Source: an optimization exercise on an open RTL-to-GDS flow (aim: small area, a short achievable clock period and few clock cycles). Production flows keep margins and buffers that such runs may drop.
Only simulation tests tie the RTL to the original design; equivalence was not proved.
No activity file was given, so power comes from the tool's default toggle rates.

==> inputs of run P <==
==> flow/design.v <==
module bit_packed_decoder (
    input  wire        clk,
    input  wire        rst,           
    input  wire        wr_en,
    input  wire [4:0]  wr_idx,
    input  wire [63:0] wr_data,
    output wire        wr_ready,
    input  wire [4:0]  rd_idx,
    output reg  [63:0] rd_data,
    output wire        mem_req,
    output wire [31:0] mem_addr,
    input  wire        mem_ack,
    input  wire [31:0] mem_rdata,
    input  wire        mem_err
);
    localparam [4:0] R_CMD    = 5'd0;
    localparam [4:0] R_STATUS = 5'd1;
    localparam [4:0] R_ARG0   = 5'd2;
    localparam [4:0] R_ARG1   = 5'd3;
    localparam [4:0] R_BASE   = 5'd4;
    localparam [4:0] R_TOTAL  = 5'd5;
    localparam [4:0] R_RES0   = 5'd6;
    localparam [4:0] R_RES1   = 5'd7;
    localparam [4:0] R_PARAM  = 5'd8;
    localparam [4:0] R_BLOCKN = 5'd9;
    localparam [63:0] PARAM_VAL  = 64'h0000_0000_0120_2020;
    localparam [63:0] BLOCKN_VAL = 64'd1024;
    localparam [3:0] OP_UNPACK  = 4'h1;
    localparam [3:0] OP_LOCATE  = 4'h2;
    localparam [3:0] OP_CHUNKAT = 4'h3;
    localparam [3:0] OP_GET     = 4'h4;
    localparam [2:0] E_NONE    = 3'd0;
    localparam [2:0] E_INDEX   = 3'd1;
    localparam [2:0] E_ILLEGAL = 3'd3;
    localparam [2:0] E_ADDR    = 3'd4;
    localparam [2:0] E_BUS     = 3'd5;
    reg [63:0] cmd_q, arg0_q, arg1_q, base_q, total_q;
    reg [53:0] res0_q;       
    reg [10:0] res1_q;       
    reg        busy_q, done_q;
    reg [2:0]  err_q;
    reg [36:0] ts_q, tc_q;   
    reg        hi_q;         
    reg        ck_q;         
    reg        ok_q;         
    reg        pass_q;       
    reg        second_q;     
    assign wr_ready = !(wr_idx == R_CMD && busy_q);
    wire accept = wr_en && wr_idx == R_CMD && !busy_q;
    always @(*) begin
        case (rd_idx)
            R_CMD:    rd_data = cmd_q;
            R_STATUS: rd_data = {56'd0, 1'b0, err_q, 2'b00, done_q, busy_q};
            R_ARG0:   rd_data = arg0_q;
            R_ARG1:   rd_data = arg1_q;
            R_BASE:   rd_data = base_q;
            R_TOTAL:  rd_data = total_q;
            R_RES0:   rd_data = {10'd0, res0_q};
            R_RES1:   rd_data = {53'd0, res1_q};
            R_PARAM:  rd_data = PARAM_VAL;
            R_BLOCKN: rd_data = BLOCKN_VAL;
            default:  rd_data = 64'd0;
        endcase
    end
    wire [3:0] op = wr_data[3:0];
    wire       u  = wr_data[7];
    wire [7:0] w  = wr_data[15:8];
    wire [5:0] w6 = wr_data[13:8];
    wire w_ok    = (w >= 8'd1) && (w <= 8'd32);
    wire illegal = (wr_data[6:4] != 3'd0) || (wr_data[63:16] != 48'd0) ||
                   !((op == OP_LOCATE) ||
                     ((op == OP_UNPACK || op == OP_CHUNKAT || op == OP_GET) && w_ok));
    wire is_ck = (op == OP_CHUNKAT);
    wire        ck_now = busy_q && ck_q;
    wire [63:0] cmp_a  = ck_now ? {arg0_q[53:0], 10'd0} : arg0_q;
    wire        ge_cmp = (ck_now && arg0_q[63:54] != 10'd0) || (cmp_a >= total_q);
    wire        ge_n   = (arg0_q[63:10] != 54'd0);
    reg idx_err;
    always @(*) begin
        case (op)
            OP_UNPACK:  idx_err = !u && ge_n;
            OP_LOCATE,
            OP_GET:     idx_err = !u && ge_cmp;
            default:    idx_err = 1'b0;      
        endcase
    end
    wire [31:0] x     = (op == OP_UNPACK) ? arg1_q[31:0] : base_q[31:0];
    wire        x_big = (op == OP_UNPACK) ? (arg1_q[63:32] != 32'd0) : (base_q[63:32] != 32'd0);
    wire        m_big = is_ck ? (arg0_q[63:27] != 37'd0) : (arg0_q[63:37] != 27'd0);
    wire [36:0] m     = is_ck ? {arg0_q[26:0], 10'd0} : arg0_q[36:0];
    wire [43:0] p0 = {7'd0, w6[0] ? m : 37'd0} | {2'd0, w6[5] ? m : 37'd0, 5'd0};
    wire [43:0] p1 = {6'd0, w6[1] ? m : 37'd0, 1'd0};
    wire [43:0] p2 = {5'd0, w6[2] ? m : 37'd0, 2'd0};
    wire [43:0] p3 = {4'd0, w6[3] ? m : 37'd0, 3'd0};
    wire [43:0] p4 = {3'd0, w6[4] ? m : 37'd0, 4'd0};
    wire [43:0] px = {7'd0, x[31:0], 5'd0};
    wire [43:0] s1 = px ^ p0 ^ p1;
    wire [43:0] c1 = {(px & p0 | px & p1 | p0 & p1), 1'b0};
    wire [43:0] s2 = p2 ^ p3 ^ p4;
    wire [43:0] c2 = {(p2 & p3 | p2 & p4 | p3 & p4), 1'b0};
    wire [43:0] s3 = s1 ^ c1 ^ s2;
    wire [43:0] c3 = {(s1 & c1 | s1 & s2 | c1 & s2), 1'b0};
    wire [43:0] ts = s3 ^ c3 ^ c2;
    wire [43:0] tc = {(s3 & c3 | s3 & c2 | c3 & c2), 1'b0};
    wire t_hi = (ts[43:37] != 7'd0) || (tc[43:37] != 7'd0) ||
                x_big || m_big;
    wire t_safe = !t_hi && !ts[36] && !tc[36] && !(ts[35] && tc[35]);
    wire [36:0] tcx  = second_q ? 37'd32 : tc_q;       
    wire [37:0] t    = {1'b0, ts_q} + {1'b0, tcx};
    wire [31:0] addr = t[36:5];
    wire [4:0]  biw  = t[4:0];
    wire        ovf  = hi_q || t[37];
    wire [5:0]  pw   = cmd_q[13:8];
    wire        span = ({1'b0, biw} + pw) > 6'd32;
    wire rd_err = ovf || (span && addr == 32'hFFFF_FFFF);
    wire [6:0] ck_tail = {1'b0, addr[10:5]} + {1'b0, pw} + {6'd0, (addr[4:0] != 5'd0)};
    wire       ck_err  = ovf || (&addr[31:11] && ck_tail > 7'd64);
    wire [31:0] w0    = second_q ? {tc_q[36:6], 1'b0} : mem_rdata;    
    wire [63:0] pair  = {mem_rdata, w0} >> biw;
    wire [31:0] fmask = (pw == 6'd32) ? 32'hFFFF_FFFF : ((32'd1 << pw) - 32'd1);
    wire [31:0] value = pair[31:0] & fmask;
    wire rd_busy = busy_q && !ck_q;
    assign mem_req  = rd_busy && ok_q;
    assign mem_addr = addr;
    wire [63:0] wd = wr_data & {64{!rst}};
    wire we_arg0  = wr_en && wr_idx == R_ARG0;
    wire we_arg1  = wr_en && wr_idx == R_ARG1;
    wire we_base  = wr_en && wr_idx == R_BASE;
    wire we_total = wr_en && wr_idx == R_TOTAL;
    always @(posedge clk) begin
        if (rst || accept)   cmd_q   <= wd;
        if (rst || we_arg0)  arg0_q  <= wd;
        if (rst || we_arg1)  arg1_q  <= wd;
        if (rst || we_base)  base_q  <= wd;
        if (rst || we_total) total_q <= wd;
    end
    wire acc_ok   = accept && !illegal && !idx_err;
    wire ck_ierr  = !cmd_q[7] && ge_cmp;
    wire ck_fast  = ck_now && ok_q && !pass_q;              
    wire ck_check = ck_now && !ok_q;                        
    wire ck_late  = busy_q && ck_q && pass_q;               
    wire rd_check = rd_busy && !ok_q;                      
    wire rd_fail  = rd_check && rd_err;                    
    wire rd_ack   = mem_req && mem_ack;
    wire rd_first = rd_ack && !mem_err && span && !second_q;
    wire rd_last  = rd_ack && !mem_err && !rd_first;
    reg        res_we;
    reg [53:0] res0_d;
    reg [10:0] res1_d;
    always @(*) begin
        res_we = 1'b0;
        res0_d = {22'd0, value};
        res1_d = {10'd0, second_q};
        if (acc_ok && op == OP_LOCATE) begin
            res_we = 1'b1;
            res0_d = arg0_q[63:10];
            res1_d = {1'b0, arg0_q[9:0]};
        end else if (ck_fast || ck_late) begin
            res_we = ck_late || !ck_ierr;
            res0_d = {22'd0, addr};
            res1_d = {pw, 5'd0};
        end else if (rd_last) begin
            res_we = 1'b1;
        end
    end
    always @(posedge clk) begin
        if (rst || res_we) begin
            res0_q <= res0_d & {54{!rst}};
            res1_q <= res1_d & {11{!rst}};
        end
    end
    always @(posedge clk) begin
        if (rst) begin
            busy_q <= 1'b0;
            done_q <= 1'b0;
            err_q  <= E_NONE;
        end else if (accept) begin
            done_q <= 1'b1;
            err_q  <= E_NONE;
            if (illegal)
                err_q <= E_ILLEGAL;
            else if (idx_err)
                err_q <= E_INDEX;
            else if (op != OP_LOCATE) begin
                done_q <= 1'b0;
                busy_q <= 1'b1;
            end
        end else if (ck_fast) begin
            if (ck_ierr)
                err_q <= E_INDEX;
            done_q <= 1'b1;
            busy_q <= 1'b0;
        end else if (ck_check) begin
            if (ck_ierr || ck_err) begin
                err_q  <= ck_ierr ? E_INDEX : E_ADDR;
                done_q <= 1'b1;
                busy_q <= 1'b0;
            end
        end else if (ck_late) begin
            done_q <= 1'b1;
            busy_q <= 1'b0;
        end else if (rd_fail) begin
            err_q  <= E_ADDR;
            done_q <= 1'b1;
            busy_q <= 1'b0;
        end else if (rd_ack) begin
            if (mem_err) begin
                err_q  <= E_BUS;
                done_q <= 1'b1;
                busy_q <= 1'b0;
            end else if (rd_last) begin
                done_q <= 1'b1;
                busy_q <= 1'b0;
            end
        end
    end
    always @(posedge clk) begin
        if (accept) begin
            ts_q     <= ts[36:0];
            tc_q     <= tc[36:0];
            hi_q     <= t_hi;
            ck_q     <= is_ck;
            ok_q     <= t_safe;
            pass_q   <= 1'b0;
            second_q <= 1'b0;
        end else if (ck_check) begin
            ok_q     <= 1'b1;                    
            pass_q   <= 1'b1;
        end else if (rd_check) begin
            ok_q     <= 1'b1;                    
        end else if (rd_first) begin
            ts_q        <= t[36:0];
            tc_q[36:6]  <= mem_rdata[31:1];
            second_q    <= 1'b1;
        end
    end
endmodule
==> flow/flow/run.sh <==
#!/bin/bash
# The standard layout, with two changes to how it is made (the period and
# the constraints are unchanged):
#  - every port still gets its own buffer, but a plain buf_1 rather than the
#    delay buffer the resizer picks by default;
#  - timing repair aims 5.5 ns below the clock period.
set -euo pipefail
bash standard.sh "BUFFER_PORTS_ARGS=-buffer_cell sky130_fd_sc_hd__buf_1" \
    SETUP_SLACK_MARGIN=5.5 finish > standard.log 2>&1
==> flow/standard.sh <==
#!/bin/bash
# synth_recipe.tcl (not shown) runs the flow's synth.tcl, then flattens the netlist and writes it again
# the make line also repeats each setting of config.mk as NAME=value (left out here)
make -C /OpenROAD-flow-scripts/flow DESIGN_CONFIG=/design/flow/config.mk WORK_HOME=/design/flow/orfs CLKGATE_MAP_FILE= SYNTH_SCRIPT=/design/flow/synth_recipe.tcl "${@:-finish}"
==> flow/config.mk <==
export PLATFORM = sky130hd
export DESIGN_NAME = bit_packed_decoder
export DESIGN_NICKNAME = bit_packed_decoder
export VERILOG_FILES = /design/flow/design.v
export SDC_FILE = /design/flow/constraint.sdc
export NUM_CORES = 4
export LEC_CHECK = 0
export CAP_MARGIN = 20
export CORE_MARGIN = 2
export CORE_UTILIZATION = 65
export CTS_BUF_LIST = sky130_fd_sc_hd__clkbuf_2 sky130_fd_sc_hd__clkbuf_4 sky130_fd_sc_hd__clkbuf_8
export SLEW_MARGIN = 20
==> flow/constraint.sdc <==
create_clock -name core_clock -period 12.0 [get_ports {clk}]
set_input_delay 2.4000 -clock core_clock [delete_from_list [all_inputs] [get_ports {clk}]]
set_output_delay 2.4000 -clock core_clock [all_outputs]
set_load 0.01 [all_outputs]
==> inputs of run E, as changes to run P <==
==> flow/design.v, changed modules only <==
module bit_packed_decoder (
    input  wire        clk,
    input  wire        rst,           
    input  wire        wr_en,
    input  wire [4:0]  wr_idx,
    input  wire [63:0] wr_data,
    output wire        wr_ready,
    input  wire [4:0]  rd_idx,
    output reg  [63:0] rd_data,
    output wire        mem_req,
    output wire [31:0] mem_addr,
    input  wire        mem_ack,
    input  wire [31:0] mem_rdata,
    input  wire        mem_err
);
    localparam [4:0] R_CMD    = 5'd0;
    localparam [4:0] R_STATUS = 5'd1;
    localparam [4:0] R_ARG0   = 5'd2;
    localparam [4:0] R_ARG1   = 5'd3;
    localparam [4:0] R_BASE   = 5'd4;
    localparam [4:0] R_TOTAL  = 5'd5;
    localparam [4:0] R_RES0   = 5'd6;
    localparam [4:0] R_RES1   = 5'd7;
    localparam [4:0] R_PARAM  = 5'd8;
    localparam [4:0] R_BLOCKN = 5'd9;
    localparam [63:0] PARAM_VAL  = 64'h0000_0000_0120_2020;
    localparam [63:0] BLOCKN_VAL = 64'd1024;
    localparam [3:0] OP_UNPACK  = 4'h1;
    localparam [3:0] OP_LOCATE  = 4'h2;
    localparam [3:0] OP_CHUNKAT = 4'h3;
    localparam [3:0] OP_GET     = 4'h4;
    localparam [2:0] E_NONE    = 3'd0;
    localparam [2:0] E_INDEX   = 3'd1;
    localparam [2:0] E_ILLEGAL = 3'd3;
    localparam [2:0] E_ADDR    = 3'd4;
    localparam [2:0] E_BUS     = 3'd5;
    reg [63:0] cmd_q, arg0_q, arg1_q, base_q, total_q;
    reg [53:0] res0_q;       
    reg [10:0] res1_q;       
    reg        busy_q, done_q;
    reg [2:0]  err_q;
    reg [36:0] ts_q, tc_q;   
    reg        hi_q;         
    reg        ck_q;         
    reg        second_q;     
    reg [31:1] w0_q;         
    assign wr_ready = !(wr_idx == R_CMD && busy_q);
    wire accept = wr_en && wr_idx == R_CMD && !busy_q;
    always @(*) begin
        case (rd_idx)
            R_CMD:    rd_data = cmd_q;
            R_STATUS: rd_data = {56'd0, 1'b0, err_q, 2'b00, done_q, busy_q};
            R_ARG0:   rd_data = arg0_q;
            R_ARG1:   rd_data = arg1_q;
            R_BASE:   rd_data = base_q;
            R_TOTAL:  rd_data = total_q;
            R_RES0:   rd_data = {10'd0, res0_q};
            R_RES1:   rd_data = {53'd0, res1_q};
            R_PARAM:  rd_data = PARAM_VAL;
            R_BLOCKN: rd_data = BLOCKN_VAL;
            default:  rd_data = 64'd0;
        endcase
    end
    wire [3:0] op = wr_data[3:0];
    wire       u  = wr_data[7];
    wire [7:0] w  = wr_data[15:8];
    wire [5:0] w6 = wr_data[13:8];
    wire w_ok    = (w >= 8'd1) && (w <= 8'd32);
    wire illegal = (wr_data[6:4] != 3'd0) || (wr_data[63:16] != 48'd0) ||
                   !((op == OP_LOCATE) ||
                     ((op == OP_UNPACK || op == OP_CHUNKAT || op == OP_GET) && w_ok));
    wire is_ck = (op == OP_CHUNKAT);
    wire        ck_now = busy_q && ck_q;
    wire [63:0] cmp_a  = ck_now ? {arg0_q[53:0], 10'd0} : arg0_q;
    wire        ge_cmp = (ck_now && arg0_q[63:54] != 10'd0) || (cmp_a >= total_q);
    wire        ge_n   = (arg0_q[63:10] != 54'd0);
    reg idx_err;
    always @(*) begin
        case (op)
            OP_UNPACK:  idx_err = !u && ge_n;
            OP_LOCATE,
            OP_GET:     idx_err = !u && ge_cmp;
            default:    idx_err = 1'b0;      
        endcase
    end
    wire [31:0] x     = (op == OP_UNPACK) ? arg1_q[31:0] : base_q[31:0];
    wire        x_big = (op == OP_UNPACK) ? (arg1_q[63:32] != 32'd0) : (base_q[63:32] != 32'd0);
    wire        m_big = is_ck ? (arg0_q[63:27] != 37'd0) : (arg0_q[63:37] != 27'd0);
    wire [36:0] m     = is_ck ? {arg0_q[26:0], 10'd0} : arg0_q[36:0];
    wire [43:0] p0 = {7'd0, w6[0] ? m : 37'd0} | {2'd0, w6[5] ? m : 37'd0, 5'd0};
    wire [43:0] p1 = {6'd0, w6[1] ? m : 37'd0, 1'd0};
    wire [43:0] p2 = {5'd0, w6[2] ? m : 37'd0, 2'd0};
    wire [43:0] p3 = {4'd0, w6[3] ? m : 37'd0, 3'd0};
    wire [43:0] p4 = {3'd0, w6[4] ? m : 37'd0, 4'd0};
    wire [43:0] px = {7'd0, x[31:0], 5'd0};
    wire [43:0] s1 = px ^ p0 ^ p1;
    wire [43:0] c1 = {(px & p0 | px & p1 | p0 & p1), 1'b0};
    wire [43:0] s2 = p2 ^ p3 ^ p4;
    wire [43:0] c2 = {(p2 & p3 | p2 & p4 | p3 & p4), 1'b0};
    wire [43:0] s3 = s1 ^ c1 ^ s2;
    wire [43:0] c3 = {(s1 & c1 | s1 & s2 | c1 & s2), 1'b0};
    wire [43:0] ts = s3 ^ c3 ^ c2;
    wire [43:0] tc = {(s3 & c3 | s3 & c2 | c3 & c2), 1'b0};
    wire t_hi = (ts[43:37] != 7'd0) || (tc[43:37] != 7'd0) ||
                x_big || m_big;
    wire [37:0] t    = {1'b0, ts_q} + {1'b0, tc_q};
    wire [31:0] addr = t[36:5];
    wire [4:0]  biw  = t[4:0];
    wire        ovf  = hi_q || t[37];
    wire [5:0]  pw   = cmd_q[13:8];
    wire        span = ({1'b0, biw} + pw) > 6'd32;
    wire rd_err = ovf || (span && addr == 32'hFFFF_FFFF);
    wire [6:0] ck_tail = {1'b0, addr[10:5]} + {1'b0, pw} + {6'd0, (addr[4:0] != 5'd0)};
    wire       ck_err  = ovf || (&addr[31:11] && ck_tail > 7'd64);
    wire [31:0] w0    = second_q ? {w0_q, 1'b0} : mem_rdata;
    wire [63:0] pair  = {mem_rdata, w0} >> biw;
    wire [31:0] fmask = (pw == 6'd32) ? 32'hFFFF_FFFF : ((32'd1 << pw) - 32'd1);
    wire [31:0] value = pair[31:0] & fmask;
    wire rd_busy = busy_q && !ck_q;
    assign mem_req  = rd_busy && (second_q || !rd_err);
    assign mem_addr = addr;
    wire [63:0] wd = wr_data & {64{!rst}};
    wire we_arg0  = wr_en && wr_idx == R_ARG0;
    wire we_arg1  = wr_en && wr_idx == R_ARG1;
    wire we_base  = wr_en && wr_idx == R_BASE;
    wire we_total = wr_en && wr_idx == R_TOTAL;
    always @(posedge clk) begin
        if (rst || accept)   cmd_q   <= wd;
        if (rst || we_arg0)  arg0_q  <= wd;
        if (rst || we_arg1)  arg1_q  <= wd;
        if (rst || we_base)  base_q  <= wd;
        if (rst || we_total) total_q <= wd;
    end
    wire acc_ok   = accept && !illegal && !idx_err;
    wire ck_done  = ck_now;                                
    wire ck_ierr  = !cmd_q[7] && ge_cmp;
    wire rd_fail  = rd_busy && !second_q && rd_err;        
    wire rd_ack   = mem_req && mem_ack;
    wire rd_first = rd_ack && !mem_err && span && !second_q;
    wire rd_last  = rd_ack && !mem_err && !rd_first;
    reg        res_we;
    reg [53:0] res0_d;
    reg [10:0] res1_d;
    always @(*) begin
        res_we = 1'b0;
        res0_d = {22'd0, value};
        res1_d = {10'd0, second_q};
        if (acc_ok && op == OP_LOCATE) begin
            res_we = 1'b1;
            res0_d = arg0_q[63:10];
            res1_d = {1'b0, arg0_q[9:0]};
        end else if (ck_done) begin
            res_we = !ck_ierr && !ck_err;
            res0_d = {22'd0, addr};
            res1_d = {pw, 5'd0};
        end else if (rd_last) begin
            res_we = 1'b1;
        end
    end
    always @(posedge clk) begin
        if (rst || res_we) begin
            res0_q <= res0_d & {54{!rst}};
            res1_q <= res1_d & {11{!rst}};
        end
    end
    always @(posedge clk) begin
        if (rst) begin
            busy_q <= 1'b0;
            done_q <= 1'b0;
            err_q  <= E_NONE;
        end else if (accept) begin
            done_q <= 1'b1;
            err_q  <= E_NONE;
            if (illegal)
                err_q <= E_ILLEGAL;
            else if (idx_err)
                err_q <= E_INDEX;
            else if (op != OP_LOCATE) begin
                done_q <= 1'b0;
                busy_q <= 1'b1;
            end
        end else if (ck_done) begin
            if (ck_ierr)
                err_q <= E_INDEX;
            else if (ck_err)
                err_q <= E_ADDR;
            done_q <= 1'b1;
            busy_q <= 1'b0;
        end else if (rd_fail) begin
            err_q  <= E_ADDR;
            done_q <= 1'b1;
            busy_q <= 1'b0;
        end else if (rd_ack) begin
            if (mem_err) begin
                err_q  <= E_BUS;
                done_q <= 1'b1;
                busy_q <= 1'b0;
            end else if (rd_last) begin
                done_q <= 1'b1;
                busy_q <= 1'b0;
            end
        end
    end
    always @(posedge clk) begin
        if (accept) begin
            ts_q     <= ts[36:0];
            tc_q     <= tc[36:0];
            hi_q     <= t_hi;
            ck_q     <= is_ck;
            second_q <= 1'b0;
        end else if (rd_first) begin
            ts_q     <= t[36:0];
            tc_q     <= 37'd32;
            second_q <= 1'b1;
            w0_q     <= mem_rdata[31:1];
        end
    end
endmodule
==> flow/flow/run.sh (replaced) <==
#!/bin/bash
# The standard layout, with timing repair aiming 6 ns below the clock period
# (the period and the constraints are unchanged).
set -euo pipefail
bash standard.sh SETUP_SLACK_MARGIN=6 finish > standard.log 2>&1
ABC_CLOCK_PERIOD_IN_PS = 5000   (was default)
CORE_UTILIZATION = 55   (was 65)
CTS_BUF_LIST = default   (was sky130_fd_sc_hd__clkbuf_2 sky130_fd_sc_hd__clkbuf_4 sky130_fd_sc_hd__clkbuf_8)
==> inputs of run F, as changes to run P <==
--- a/flow/design.v
+++ b/flow/design.v
@@ -43,6 +43,4 @@
     reg        hi_q;         
     reg        ck_q;         
-    reg        ok_q;         
-    reg        pass_q;       
     reg        second_q;     
     assign wr_ready = !(wr_idx == R_CMD && busy_q);
@@ -105,5 +103,4 @@
     wire t_hi = (ts[43:37] != 7'd0) || (tc[43:37] != 7'd0) ||
                 x_big || m_big;
-    wire t_safe = !t_hi && !ts[36] && !tc[36] && !(ts[35] && tc[35]);
     wire [36:0] tcx  = second_q ? 37'd32 : tc_q;       
     wire [37:0] t    = {1'b0, ts_q} + {1'b0, tcx};
@@ -121,5 +118,5 @@
     wire [31:0] value = pair[31:0] & fmask;
     wire rd_busy = busy_q && !ck_q;
-    assign mem_req  = rd_busy && ok_q;
+    assign mem_req  = rd_busy && (second_q || !rd_err);
     assign mem_addr = addr;
     wire [63:0] wd = wr_data & {64{!rst}};
@@ -136,10 +133,7 @@
     end
     wire acc_ok   = accept && !illegal && !idx_err;
+    wire ck_done  = ck_now;                                
     wire ck_ierr  = !cmd_q[7] && ge_cmp;
-    wire ck_fast  = ck_now && ok_q && !pass_q;              
-    wire ck_check = ck_now && !ok_q;                        
-    wire ck_late  = busy_q && ck_q && pass_q;               
-    wire rd_check = rd_busy && !ok_q;                      
-    wire rd_fail  = rd_check && rd_err;                    
+    wire rd_fail  = rd_busy && !second_q && rd_err;        
     wire rd_ack   = mem_req && mem_ack;
     wire rd_first = rd_ack && !mem_err && span && !second_q;
@@ -156,6 +150,6 @@
             res0_d = arg0_q[63:10];
             res1_d = {1'b0, arg0_q[9:0]};
-        end else if (ck_fast || ck_late) begin
-            res_we = ck_late || !ck_ierr;
+        end else if (ck_done) begin
+            res_we = !ck_ierr && !ck_err;
             res0_d = {22'd0, addr};
             res1_d = {pw, 5'd0};
@@ -186,16 +180,9 @@
                 busy_q <= 1'b1;
             end
-        end else if (ck_fast) begin
+        end else if (ck_done) begin
             if (ck_ierr)
                 err_q <= E_INDEX;
-            done_q <= 1'b1;
-            busy_q <= 1'b0;
-        end else if (ck_check) begin
-            if (ck_ierr || ck_err) begin
-                err_q  <= ck_ierr ? E_INDEX : E_ADDR;
-                done_q <= 1'b1;
-                busy_q <= 1'b0;
-            end
-        end else if (ck_late) begin
+            else if (ck_err)
+                err_q <= E_ADDR;
             done_q <= 1'b1;
             busy_q <= 1'b0;
@@ -221,12 +208,5 @@
             hi_q     <= t_hi;
             ck_q     <= is_ck;
-            ok_q     <= t_safe;
-            pass_q   <= 1'b0;
             second_q <= 1'b0;
-        end else if (ck_check) begin
-            ok_q     <= 1'b1;                    
-            pass_q   <= 1'b1;
-        end else if (rd_check) begin
-            ok_q     <= 1'b1;                    
         end else if (rd_first) begin
             ts_q        <= t[36:0];
==> flow/run.sh (new file) <==
#!/bin/bash
# synth_recipe.tcl (not shown) runs the flow's synth.tcl, then flattens the netlist and writes it again
# the make line also repeats each setting of config.mk as NAME=value (left out here)
make -C /OpenROAD-flow-scripts/flow DESIGN_CONFIG=/design/flow/config.mk WORK_HOME=/design/flow/orfs CLKGATE_MAP_FILE= SYNTH_SCRIPT=/design/flow/synth_recipe.tcl finish
CTS_BUF_LIST = default   (was sky130_fd_sc_hd__clkbuf_2 sky130_fd_sc_hd__clkbuf_4 sky130_fd_sc_hd__clkbuf_8)
SETUP_SLACK_MARGIN = 5   (was default)
removed: flow/flow/run.sh
removed: flow/standard.sh
==> qor summary <==
Area share of the largest cell type after synthesis: run E 43.2%; run F 41.5%; run P 40.8%
Combinational power: run E 1.11 mW; run F 1.01 mW; run P 1.01 mW
Seq_cells: run E 494; run F 463; run P 465
Layout area overhead: run E 23.0%; run F 16.3%; run P 10.9%
Largest fanout on the critical path: run E 5; run F 13; run P 29
HPWL after detailed placement: run E 85.5 mm; run F 83.6 mm; run P 87.3 mm
Design area: run E 0.0418 mm²; run F 0.0385 mm²; run P 0.0373 mm²
Multi-input logic area: run E 0.0190 mm²; run F 0.0180 mm²; run P 0.0184 mm²
Full die area: run E 0.0637 mm²; run F 0.0527 mm²; run P 0.0536 mm²
Synth Register Bits: run E 494; run F 463; run P 465
Number of antenna violations at the first check in global routing: run E 9; run F 7; run P 2
Total power draw: run E 4.84 mW; run F 4.59 mW; run P 4.56 mW
Switch share: run E 31.5%; run F 31.0%; run P 32.0%
Arrival time at the worst endpoint: run E 4.05 ns; run F 4.67 ns; run P 4.20 ns
Launching point of the worst reg2reg path: run E ck_q; run F busy_q; run P busy_q
Number of cells after detailed placement: run E 4,178; run F 4,120; run P 4,073
Depth of the CTS H-tree: run E 2; run F 2; run P 3
FP Rows: run E 91; run F 82; run P 83
Floorplan Core Area: run E 0.0614 mm²; run F 0.0502 mm²; run P 0.0513 mm²
Outcome: run E no timing/DRC/antenna violations; run F no timing/DRC/antenna violations; run P no timing/DRC/antenna violations
Number of synthesized flops with an enable pin: run E 488; run F 457; run P 458
Last weighted congestion value of the routability-driven placer: run E 0.937; run F 1.06; run P 1.01
Testbench counts of run P, summed over its fixed seeds: cycles 9,944.
Testbench counts of run E, summed over its fixed seeds: cycles 9,944.
Testbench counts of run F, summed over its fixed seeds: cycles 9,944.

-- what the ideal ports hide --
No port has a modelled driver above. Below, the same layouts with a new extraction and two added sets of constraints.
Step 1: set_driving_cell puts a clkbuf_16 on clk and a buf_2 on each other input, an assumption about the parent block.
Step 2 times the ports against the registers' clock, not the clock port: input delays grow and output delays shrink by t, the midpoint of the rising clock arrivals with the driver on.
Slacks: ideal / step 1 / step 2; pairs: ideal / step 1.
run | t, ns | slack for setup (ns) | worst hold slack (ns) | worst setup path after step 2
run P | 0.744 | 5.403 / 5.383 / 5.004 | 0.523 / 0.523 / 0.523 | input to register
run E | 0.685 | 5.546 / 5.496 / 5.319 | 0.515 / 0.515 / 0.515 | input to register
run F | 0.678 | 4.925 / 4.845 / 4.392 | 0.520 / 0.520 / 0.520 | input to register
After both steps setup and hold are still met in every run listed. The setup slack of run F, which loses most, moves by -0.080 ns with the drivers and by -0.533 ns with both steps.
